This is an optimization exercise on Yosys and OpenROAD, whose aim is small area, a short achievable clock period and few clock cycles, not a production implementation.
RTL that was checked went through simulation tests only; none was proved equivalent to the original.
No activity file was given, so power comes from the tool's default toggle rates.

## pgc_units
module pgc_units (
    input  wire        clk,
    input  wire        rst,           
    input  wire        cmd_valid,
    output wire        cmd_ready,
    input  wire [3:0]  cmd_op,
    input  wire [31:0] cmd_opa,
    output reg         rsp_valid,
    output reg         rsp_refused,
    output wire [31:0] rsp_res
);
Settings: LEC_CHECK=0, CAP_MARGIN=20, CORE_MARGIN=2, CORE_UTILIZATION=40, SETUP_SLACK_MARGIN=3, SLEW_MARGIN=20; clock period 8.0 ns.
run.sh (not shown) runs the stock make flow with config.mk's settings and CLKGATE_MAP_FILE= SYNTH_SCRIPT=/design/flow/synth_recipe.tcl, a recipe that flattens the netlist after the stock synthesis.
The baseline ran to the end with no violations.
Change:
SETUP_SLACK_MARGIN = 4   (was 3)
Effect: The changed run passed the timing, DRC and antenna checks; critical path depth climbs by 1; clock-buffer cell count decreases by 1; utilization grows by 3.6 points.
Change:
SETUP_SLACK_MARGIN = unset   (was 4)
Register-to-register slack degrades by 0.88 ns.
Cell count decreases by 6.9%.
Maximum frequency decreases by 15%.
Utilization decreases by 6.3 points.
Die area stays the same.
Synthesized area does not change.
Power decreases by 20%.
Cell area decreases by 12%.
No run of this note included a check of the RTL's function; only the layout flow was run.


Setup of north:
pgc_units, a different RTL version from the one above (not shown whole).
Size in the first run: ~1000 cells after synthesis, roughly 180 flip-flops, about 0.012 mm² of cells after synthesis.
clock: 8.0 ns
lec_check: 0
cap_margin: 20
core_margin: 2
core_utilization: 40
cts_buf_list: sky130_fd_sc_hd__clkbuf_4 sky130_fd_sc_hd__clkbuf_8
setup_slack_margin: 5
slew_margin: 20
synth_hierarchical: 1
standard.sh (not shown) runs the stock make flow with config.mk's settings and CLKGATE_MAP_FILE= SYNTH_SCRIPT=/design/flow/synth_recipe.tcl, a recipe that flattens the netlist after the stock synthesis.
==> flow/flow/run.sh <==
#!/bin/bash
set -euo pipefail
export BUFFER_PORTS_ARGS="-buffer_cell sky130_fd_sc_hd__buf_1"
bash standard.sh SETUP_SLACK_MARGIN=5.6 finish > standard.log 2>&1
Having completed the whole flow, north delivered a layout that passed the timing, DRC and antenna checks.
Here is what was changed in the inputs of south compared with north.
==> flow/flow/run.sh <==
#!/bin/bash
set -euo pipefail
export BUFFER_PORTS_ARGS="-buffer_cell sky130_fd_sc_hd__buf_1"
bash standard.sh SETUP_SLACK_MARGIN=5.3 finish > standard.log 2>&1
## What came out
- south ended with every stage complete and zero timing, DRC or antenna violations.
- From north to south, synthesized-area fraction occupied by ao, oa, aoi and oai cells did not move at all.
- On post-layout instance area: between south and north, it ends up lower for south.
- Diff north -> south: number of non-clock buffers in the layout saw a decrease, number of global-route vias before repair saw a decrease, flip-flop and latch count saw little to no change.
### south -> east
==> flow/flow/run.sh <==
#!/bin/bash
# The standard layout, with one change: the buffer that buffer_ports puts on
# every input and output port is the smallest plain buffer (buf_1) rather
# than the one it picks by default. Each port still gets its own buffer.
set -euo pipefail
export BUFFER_PORTS_ARGS="-buffer_cell sky130_fd_sc_hd__buf_1"
bash standard.sh > standard.log 2>&1
--- outcome ---
east supports a lower top clock frequency than south.
Comparing south against east, there is no change at all in die area.
When east is set beside south, its number of antenna violations at the first check in global routing turns out to be 1 smaller.
NOTE vias after detailed routing south->east decreased by a few percent
Going from south to east, fraction of final layout cells sized beyond drive strength 1 shrinks by 14 points.
Run comparison: east capture point of the critical path lcg[31]$_DFFE_PP_; south capture point of the critical path lcg[29]$_DFFE_PP_
Going from south to east, initial detailed-routing violation count grew slightly.
Count of inverters not on the clock network in the layout (higher): south
No run of this note included a check of the RTL's function; only the layout flow was run.


Another version of the RTL of pgc_units (not shown whole).
Size: roughly 1100 cells after synthesis, roughly 180 flip-flops, about 74 I/O pins, ~12000 sq um of cells after synthesis.
Settings: LEC_CHECK=0, CAP_MARGIN=20, CORE_MARGIN=2, CORE_UTILIZATION=40, SETUP_SLACK_MARGIN=5, SLEW_MARGIN=20; clock period 8.0 ns.
run.sh (not shown) runs the stock make flow with config.mk's settings and CLKGATE_MAP_FILE= SYNTH_SCRIPT=/design/flow/synth_recipe.tcl, a recipe that flattens the netlist after the stock synthesis.
Stock flow here: none of the scripts above is used.
Then changed:
--- a/flow/config.mk
+++ b/flow/config.mk
@@ -11 +11 @@
-export SETUP_SLACK_MARGIN = 5
+export SETUP_SLACK_MARGIN = 4.5
What happened: Non-clock buffer count shrinks by 57. Global-route usage shrinks by 0.86 points. Cell area shrinks by 5.8%.
Function was not checked in any run of this note: the RTL went through the layout flow alone.


== v6 ==
pgc_units, a different RTL version from the one above (not shown whole).
For scale: about 110 flip-flops.
clock: 8.0 ns
lec_check: 0
cap_margin: 20
core_margin: 2
core_utilization: 40
cts_buf_list: sky130_fd_sc_hd__clkbuf_4 sky130_fd_sc_hd__clkbuf_8
cts_cluster_size: 30
setup_slack_margin: 3
slew_margin: 20
### v6 -> v7
diff --git a/flow/config.mk b/flow/config.mk
--- a/flow/config.mk
+++ b/flow/config.mk
@@ -9,6 +9,4 @@
 export CORE_MARGIN = 2
 export CORE_UTILIZATION = 40
-export CTS_BUF_LIST = sky130_fd_sc_hd__clkbuf_4 sky130_fd_sc_hd__clkbuf_8
-export CTS_CLUSTER_SIZE = 30
 export SETUP_SLACK_MARGIN = 3
 export SLEW_MARGIN = 20
Notes after the runs:
v7 finished every step from synthesis to the final layout, and the layout passed the timing, DRC and antenna checks. v7 ended with more met2 usage in global routing than v6. On growth of design area from synthesis to finish: between v7 and v6, it ends up higher for v7. Sequential share of layout area: v7 vs v6 — no meaningful difference. Setup slack in v7 is smaller than in v6. v7 vs v6, wire length on met3 went down by about 7%. There was hardly any difference in routed wire length between v7 and v6.
No functional check of the RTL was part of any run of this note.


pgc_units, a different RTL version from the one above (not shown whole).
Size in the first run: about 980 cells after synthesis, roughly 180 flip-flops, roughly 12,000 sq um of cells after synthesis.
Settings: LEC_CHECK=0, CAP_MARGIN=20, CORE_MARGIN=2, CORE_UTILIZATION=40, CTS_BUF_LIST=sky130_fd_sc_hd__clkbuf_4 sky130_fd_sc_hd__clkbuf_8, SETUP_SLACK_MARGIN=5, SLEW_MARGIN=20, SYNTH_HIERARCHICAL=1; clock period 8.0 ns.
standard.sh (not shown) runs the stock make flow with config.mk's settings and CLKGATE_MAP_FILE= SYNTH_SCRIPT=/design/flow/synth_recipe.tcl, a recipe that flattens the netlist after the stock synthesis.
==> flow/flow/run.sh <==
#!/bin/bash
set -euo pipefail
export BUFFER_PORTS_ARGS="-buffer_cell sky130_fd_sc_hd__buf_1"
bash standard.sh SETUP_SLACK_MARGIN=5.3 finish > standard.log 2>&1
The first run finished clean.
Testbench counts at the start, summed over its fixed seeds: cycles 25,286.
Rerun with:
==> flow/flow/run.sh (replaced) <==
#!/bin/bash
# The standard layout, with one change: the buffer that buffer_ports puts on
# every input and output port is the smallest plain buffer (buf_1) rather
# than the one it picks by default. Each port still gets its own buffer.
set -euo pipefail
export BUFFER_PORTS_ARGS="-buffer_cell sky130_fd_sc_hd__buf_1"
bash standard.sh > standard.log 2>&1
--- a/flow/config.mk
+++ b/flow/config.mk
@@ -8,5 +8,5 @@
 export CAP_MARGIN = 20
 export CORE_MARGIN = 2
-export CORE_UTILIZATION = 40
+export CORE_UTILIZATION = 55
 export CTS_BUF_LIST = sky130_fd_sc_hd__clkbuf_4 sky130_fd_sc_hd__clkbuf_8
 export SETUP_SLACK_MARGIN = 5
The changed run completed without violations.
Area after synthesis does not change.
Clock power drops by 7.6%.
Power shrinks by 8.2%.
Routed wire length decreases by 5.0%.
Via count goes down by 5.0%.
Sequential share of layout area climbs by 2.7 points.
Synthesized cell count stays the same.
Design area goes down by 9.1%.
Cell count came out lower by 11%.
Worst hold slack is worse by 0.0063 ns.
Count of clock-buffer cells in the layout came out lower by 3.
Rerun with:
--- a/flow/config.mk
+++ b/flow/config.mk
@@ -8,5 +8,5 @@
 export CAP_MARGIN = 20
 export CORE_MARGIN = 2
-export CORE_UTILIZATION = 55
+export CORE_UTILIZATION = 40
 export CTS_BUF_LIST = sky130_fd_sc_hd__clkbuf_4 sky130_fd_sc_hd__clkbuf_8
 export SETUP_SLACK_MARGIN = 5
Worst setup slack gets worse by 0.0096 ns; via count increases slightly; wire length hardly moves; synthesized cell count stays the same; design area increases slightly; clock skew decreases by 0.0034 ns; sequential share of layout area decreases by 0.29 points; power decreases slightly; critical path depth decreases by 4.
Rerun with:
==> flow/run.sh (new file) <==
#!/bin/bash
# synth_recipe.tcl (not shown) runs the flow's synth.tcl, then flattens the netlist and writes it again
# the make line also repeats each setting of config.mk as NAME=value (left out here)
make -C /OpenROAD-flow-scripts/flow DESIGN_CONFIG=/design/flow/config.mk WORK_HOME=/design/flow/orfs CLKGATE_MAP_FILE= SYNTH_SCRIPT=/design/flow/synth_recipe.tcl finish
removed: flow/flow/run.sh
removed: flow/standard.sh
=>
- synthesized area stays the same
- cell count came out higher by 1.8%
- critical path depth came out higher by 2

[re-timing with driven ports]
How much do the figures lean on ideal ports? The routed layouts below were timed once more, with nothing changed but the port constraints.
Step 1, drivers: a clkbuf_16 drives clk and a buf_2 each remaining input, both assumed.
Step 2, shift: input delay + t, output delay - t, t = (earliest + latest rising clock arrival at the registers) / 2. This alone moves slack from input paths to output paths.
a / b / c = no drivers / after step 1 / after step 2; a / b = the first two.
run	t (ns)	setup slack, ns	clock arrival spread, ns	worst register clock-pin slew, ns
the first run of note 1	0.454	3.122 / 3.122 / 3.122	0.013 / 0.013	0.06 / 0.06
the second run of note 1	0.441	3.186 / 3.186 / 3.186	0.019 / 0.019	0.06 / 0.06
the third run of note 1	0.452	2.310 / 2.310 / 2.310	0.012 / 0.012	0.06 / 0.06
north	0.524	5.061 / 5.061 / 4.750	0.029 / 0.029	0.12 / 0.12
south	0.510	5.030 / 5.030 / 4.740	0.020 / 0.021	0.11 / 0.11
east	0.518	5.005 / 5.005 / 4.618	0.031 / 0.031	0.12 / 0.12
the first run of note 3	0.486	5.023 / 4.983 / 4.587	0.026 / 0.027	0.08 / 0.08
the second run of note 3	0.482	4.573 / 4.524 / 4.144	0.015 / 0.014	0.08 / 0.08
v6	0.417	3.034 / 3.034 / 3.034	0.019 / 0.019	0.12 / 0.12
v7	0.392	2.993 / 2.993 / 2.993	0.010 / 0.010	0.08 / 0.08
the first run of note 5	0.520	5.016 / 5.016 / 4.550	0.022 / 0.022	0.11 / 0.11
the second run of note 5	0.520	5.052 / 5.073 / 4.553	0.019 / 0.019	0.12 / 0.12
the third run of note 5	0.512	5.043 / 5.043 / 4.561	0.014 / 0.014	0.11 / 0.11
the fourth run of note 5	0.520	5.026 / 5.023 / 4.527	0.018 / 0.017	0.11 / 0.11
After both steps setup and hold are still met in every run listed.
